Context: an optimization exercise on an open-source flow, tuned for small area, a short achievable clock period and few clock cycles. The choices shown serve that exercise and are no tape-out recipe. At most, simulation tests tie the RTL to the original design; equivalence was not proved. Power and IR drop assume default switching activity.

==> v32: inputs <==
Design sappy_voice, start of the top module:
module sappy_voice (
    input             clk,
    input             rst,
    input             cmd_valid,
    output            cmd_ready,
    input      [2:0]  cmd_op,
    input      [3:0]  cmd_ch,
    input      [65:0] cmd_arg,
    output reg        frame_valid,
    output reg [15:0] frame_l,
    output reg [15:0] frame_r,
    output reg [11:0] frame_live
);
clock: 24.0 ns
lec_check: 0
cap_margin: 20
core_margin: 2
core_utilization: 65
place_density: 0.75
slew_margin: 20
standard.sh (not shown) runs the stock make flow with config.mk's settings and CLKGATE_MAP_FILE= SYNTH_SCRIPT=/design/flow/synth_recipe.tcl, a recipe that flattens the netlist after the stock synthesis.
==> flow/flow/run.sh <==
#!/bin/bash
# Own layout flow: the standard flow (standard.sh, with its unchanged
# synthesis, floorplan, power grid, placement and routing) with these changes:
#  - the port buffers that buffer_ports inserts are buf_4 cells instead of
#    the default delay-cell buffers;
#  - clock tree synthesis without dummy loads and with larger sink clusters
#    (up to 25 sinks within 80 um);
#  - timing repair aims for 18 ns of setup slack on the 24 ns clock.
# All tool output goes to standard.log here and to the ORFS logs under orfs/.
set -euo pipefail
export BUFFER_PORTS_ARGS="-buffer_cell sky130_fd_sc_hd__buf_4"
export CTS_ARGS="-sink_clustering_enable -repair_clock_nets -dont_use_dummy_load -sink_clustering_size 25 -sink_clustering_max_diameter 80"
export SETUP_SLACK_MARGIN=18.0
bash standard.sh > standard.log 2>&1
==> v30: changes against v32 <==
--- a/flow/design.v
+++ b/flow/design.v
@@ -93,12 +93,12 @@
     localparam ST_ATT = 2'd0, ST_DEC = 2'd1, ST_SUS = 2'd2, ST_REL = 2'd3;
     localparam PH = 0, CY = 32, MSK = 35, LF = 36, INC = 51, GL = 87, GR = 95,
                RL = 103, KD = 104, DSH = 105;
     localparam KEY = 107, BV = 114, MZ = 124, VE = 125, PAN = 132, VEL = 139,
                GATE = 146, AA = 162, DD = 170, SS = 178, RR = 186, ENV = 194,
-               ADSR = 202, DRG = 204, DRI = 205, IZ = 206;
-    localparam W = 207;
+               ADSR = 202, DRG = 204, DRI = 205, IZ = 206, ED = 207, ID = 208;
+    localparam W = 209;
     function [47:0] csa24;
         input [23:0] a, b, c;
         csa24 = {((a & b) | (a & c) | (b & c)) << 1, a ^ b ^ c};
     endfunction
     function [21:0] mul15x7;
@@ -165,19 +165,20 @@
     wire       at_head = hc == xch;
     wire [3:0] hc6     = hc >= 4'd6 ? hc - 4'd6 : hc + 4'd6;    
     wire       at_six  = hc6 == xch;
     wire       note_ex = x_note && at_head && drained;
     wire       mod_ex  = x_mod && (at_head || at_six);
-    wire       stop_ex = x_stop && drained;
-    wire       clr     = rst || stop_ex;
+    reg        sact;
+    reg  [3:0] sc;
+    wire       stop_ex = sact && sc == 4'd11;
     reg        tst;          
-    reg [11:0] edone;        
-    reg [11:0] idone;        
     reg [4:1]  gp;           
-    reg [14:1] ip;           
+    reg [13:1] ip;           
     reg [3:0]  ic;           
-    wire       tick_end = tst && (&edone) && (&idone) && !(|ip);
+    reg        all_done;
+    wire       tick_end = tst && all_done && !(|ip);
+    wire       tstart   = acc && cmd_op == OP_TICK;
     reg        tokp;         
     wire       tok_go   = (tokp || tick_end) && !(|gp[2:1]);
     wire       done_ex  = note_ex || mod_ex || stop_ex || tick_end;
     wire [12*W-1:0] CUR;     
     wire [12*W-1:0] NXT;     
@@ -230,15 +231,15 @@
             end
             default: ;
         endcase
     end
     wire need_g = h_rl && (h[DRG] || st_a != ST_SUS);
-    wire ivis   = tst && !idone[hc];
+    wire ivis   = tst && !h[ID];
     wire icap_t = ivis && h_rl && h[DRI] && ic == 4'd10;
     wire icap_n = note_ex && ic == 4'd10;
     wire icap   = icap_t || icap_n;
-    wire ecap   = tst && drained && !edone[hc] && (!need_g || (!gp[2] && !icap_t));
+    wire ecap   = tst && drained && !h[ED] && (!need_g || (!gp[2] && !icap_t));
     wire gcap   = ecap && need_g;
     reg  [14:0] R1;          
     reg  [7:0]  R2;          
     reg  [22:0] R3;          
     wire [W-1:0] s11 = CUR[11*W +: W];
@@ -259,13 +260,10 @@
     reg         ia_k;
     reg  [3:0]  ib_n;        
     reg  [1:0]  ib_j;        
     reg  [1:0]  ib_q;        
     reg  [12:0] ic_d;        
-    reg  [21:0] Nq;          
-    reg  [1:0]  nq_j;
-    reg  [1:0]  nq_q;
     wire [7:0] dm12_a =
         ia_p[12:6] == 7'd0 ? 8'd83 :
         ia_p[12:6] == 7'd1 ? 8'd84 :
         ia_p[12:6] == 7'd2 ? 8'd85 :
         ia_p[12:6] == 7'd3 ? 8'd86 :
@@ -424,15 +422,15 @@
     wire [5:0]  sq_a = (6'd19 + {1'b0, e_a}) >> 2;   
     wire [21:0] Nd   = t22_n + {5'd0, ic_d, 4'd0} + {7'd0, ic_d, 2'd0} + {8'd0, ic_d, 1'b0};
     reg  [42:0] Z;           
     reg  [42:0] Z0;
     always @(*) begin
-        case (nq_j)
-            2'd0: Z0 = {1'd0, Nq, 20'd0};
-            2'd1: Z0 = {2'd0, Nq, 19'd0};
-            2'd2: Z0 = {3'd0, Nq, 18'd0};
-            default: Z0 = {4'd0, Nq, 17'd0};
+        case (ib_j)
+            2'd0: Z0 = {1'd0, Nd, 20'd0};
+            2'd1: Z0 = {2'd0, Nd, 19'd0};
+            2'd2: Z0 = {3'd0, Nd, 18'd0};
+            default: Z0 = {4'd0, Nd, 17'd0};
         endcase
     end
     function [42:0] dstep2;
         input [42:0] z;
         reg [8:0] t;
@@ -442,12 +440,12 @@
             else if (t >= 9'd150) dstep2 = {t[6:0] - 7'd22, z[33:0], 2'd2};    
             else if (t >= 9'd75)  dstep2 = {t[6:0] - 7'd75, z[33:0], 2'd1};
             else                  dstep2 = {t[6:0], z[33:0], 2'd0};
         end
     endfunction
-    wire zload = (ip[7] && nq_q == 2'd0) || (ip[6] && nq_q == 2'd1) ||
-                 (ip[5] && nq_q == 2'd2) || (ip[4] && nq_q == 2'd3);
+    wire zload = (ip[6] && ib_q == 2'd0) || (ip[5] && ib_q == 2'd1) ||
+                 (ip[4] && ib_q == 2'd2) || (ip[3] && ib_q == 2'd3);
     wire signed [9:0] ve_raw = $signed({3'b000, xarg[22:16]}) + $signed(xarg[31:23]);
     wire [6:0] ve_new = ve_raw < 0 ? 7'd0 : ve_raw > 10'sd127 ? 7'd127 : ve_raw[6:0];
     wire [9:0] bv_new = {{3{xarg[6]}}, xarg[6:0]} + {{3{xarg[6]}}, xarg[6:0]} + {xarg[15], xarg[15:7]};
     generate
         for (p = 0; p < NCH; p = p + 1) begin : lk
@@ -499,10 +497,12 @@
                         n[RL]         = live_n;
                         if (gcap) n[DRG] = 1'b0;
                         if (live_n) n[IZ] = 1'b0;
                     end
                     if (icap_t) n[DRI] = 1'b0;
+                    if (ecap) n[ED] = 1'b1;
+                    if (ivis && (!h_rl || !h[DRI] || icap_t)) n[ID] = 1'b1;
                 end
                 if ((p == 0 && x_mod && at_head) || (p == 6 && x_mod && at_six)) begin
                     n[BV +: 10]  = bv_new;
                     n[VE +: 7]   = ve_new;
                     n[PAN +: 7]  = xarg[38:32];
@@ -512,17 +512,28 @@
                 end
                 if (p == 8 && gp[4]) begin
                     n[GL +: 8] = g_l;
                     n[GR +: 8] = g_r;
                 end
-                if (p == 10 && ip[14]) n[INC +: 36] = Z[35:0];
-                if (clr) n[RL] = 1'b0;
+                if (p == 11 && ip[13]) n[INC +: 36] = Z[35:0];
+                if (p == 0 && sact) n[RL] = 1'b0;
+                if (rst) n[RL] = 1'b0;
                 if (rst) n[MZ] = 1'b1;
+                if (tstart) begin
+                    n[ED] = 1'b0;
+                    n[ID] = 1'b0;
+                end
             end
             assign NXT[p*W +: W] = n;
         end
     endgenerate
+    integer dq;
+    always @(*) begin
+        all_done = 1'b1;
+        for (dq = 0; dq < NCH; dq = dq + 1)
+            all_done = all_done && CUR[dq*W + ED] && CUR[dq*W + ID];
+    end
     reg slow;
     integer sq;
     always @(*) begin
         slow = 1'b0;
         for (sq = 0; sq < NCH; sq = sq + 1)
@@ -594,38 +605,34 @@
         if (ip[1]) begin
             ib_n <= dm12_a[3:0];
             ib_j <= j_a;
             ib_q <= sq_a[1:0] - 2'd2;
         end
-        ic_d <= m2p[18:6];
-        if (ip[3]) begin
-            Nq   <= Nd;
-            nq_j <= ib_j;
-            nq_q <= ib_q;
+        if (ip[2]) ic_d <= m2p[18:6];
+        if (!pend) begin
+            xop  <= cmd_op;
+            xch  <= cmd_ch;
+            xarg <= cmd_arg;
         end
         if (rst) begin
             pend <= 1'b0;
             rdy  <= 1'b1;
             fe0 <= 1'b0; fe1 <= 1'b0; fe2 <= 1'b0; fe3 <= 1'b0; fe4 <= 1'b0;
             fs4 <= 1'b0; fs5 <= 1'b0;
             fwait <= 2'd0;
             frame_valid <= 1'b0;
             tt2 <= 1'b0; tt3 <= 1'b0; tt4 <= 1'b0;
+            sact <= 1'b0;
             tokp <= 1'b0;
             tl <= 12'd0; tr <= 12'd0;
             hc <= 4'd0;
             tst <= 1'b0;
             gp <= 4'd0;
-            ip <= 14'd0;
+            ip <= 13'd0;
             ic <= 4'd10;
             livef <= 12'd0;
         end else begin
-            if (!pend) begin
-                xop  <= cmd_op;
-                xch  <= cmd_ch;
-                xarg <= cmd_arg;
-            end
             pend  <= pend_n;
             fwait <= fwait_n;
             rdy   <= !pend_n && fwait_n == 2'd0;
             fe0 <= acc && cmd_op == OP_FRAME;
             fe1 <= fe0; fe2 <= fe1; fe3 <= fe2; fe4 <= fe3;
@@ -638,23 +645,22 @@
             if (tt4) begin
                 tl <= hl;
                 tr <= hr;
             end
             hc <= hc == 4'd11 ? 4'd0 : hc + 4'd1;
-            if (acc && cmd_op == OP_TICK) begin
-                tst   <= 1'b1;
-                edone <= 12'd0;
-                idone <= 12'd0;
-            end else if (tick_end) begin
-                tst <= 1'b0;
-            end else begin
-                if (ecap) edone[hc] <= 1'b1;
-                if (ivis && (!h_rl || !h[DRI] || icap_t)) idone[hc] <= 1'b1;
-            end
+            if (tstart) tst <= 1'b1;
+            else if (tick_end)            tst <= 1'b0;
             gp <= {gp[3:1], gcap};
-            ip <= {ip[13:1], icap};
+            ip <= {ip[12:1], icap};
             ic <= icap ? 4'd1 : (ic == 4'd10 ? 4'd10 : ic + 4'd1);
+            if (x_stop && drained && !sact) begin
+                sact <= 1'b1;
+                sc   <= 4'd0;
+            end else if (sact) begin
+                sact <= !stop_ex;
+                sc   <= sc + 4'd1;
+            end
             if (stop_ex) livef <= 12'd0;
             else if (note_ex) livef[xch] <= 1'b1;
             else if (ecap) livef[hc] <= live_n;
         end
     end
Settings changed: CORE_UTILIZATION 65 to 58, PLACE_DENSITY 0.75 to 0.7.
==> notes.md <==
- In v30 the via count is lower than in v32, by about 1.8%.
- Synthesized cell count: v30 is smaller than v32 (2.6%).
- In v30 the cell area is smaller than in v32, by about 0.7%.
- In critical path depth, v32 and v30 do not differ.
- In power, v32 and v30 hardly differ.
Testbench counts of v30, summed over its fixed seeds: cycles 162,782.
Function not checked in v32: the RTL went through the layout flow alone.

[afterwards: timing with drivers on the ports]
The results above use ideal ports. As a check the final layouts listed here were re-extracted and re-timed, cells and wires unchanged.
Step 1 assumes that a clkbuf_16 drives the clock port and a buf_2 every other input.
Step 2 times the ports against the registers' clock, not the clock port: input delays grow and output delays shrink by t, the midpoint of the rising clock arrivals with the driver on.
a / b / c = ideal ports / drivers / drivers and shift; a / b = the first two.
run | shift t [ns] | setup WS [ns] | hold slack, ns | worst setup path after step 2 | worst data-port slew with drivers (ns)
v32 | 0.861 | 17.876 / 17.791 / 17.109 | 0.275 / 0.275 / 0.275 | input to register | 0.22
v30 | 0.871 | 17.892 / 17.805 / 17.328 | 0.272 / 0.272 / 0.272 | input to register | 0.05
After both steps setup and hold are still met in every run listed. For v32, which loses most, drivers alone change the setup slack by -0.085 ns; drivers and shift together by -0.767 ns.
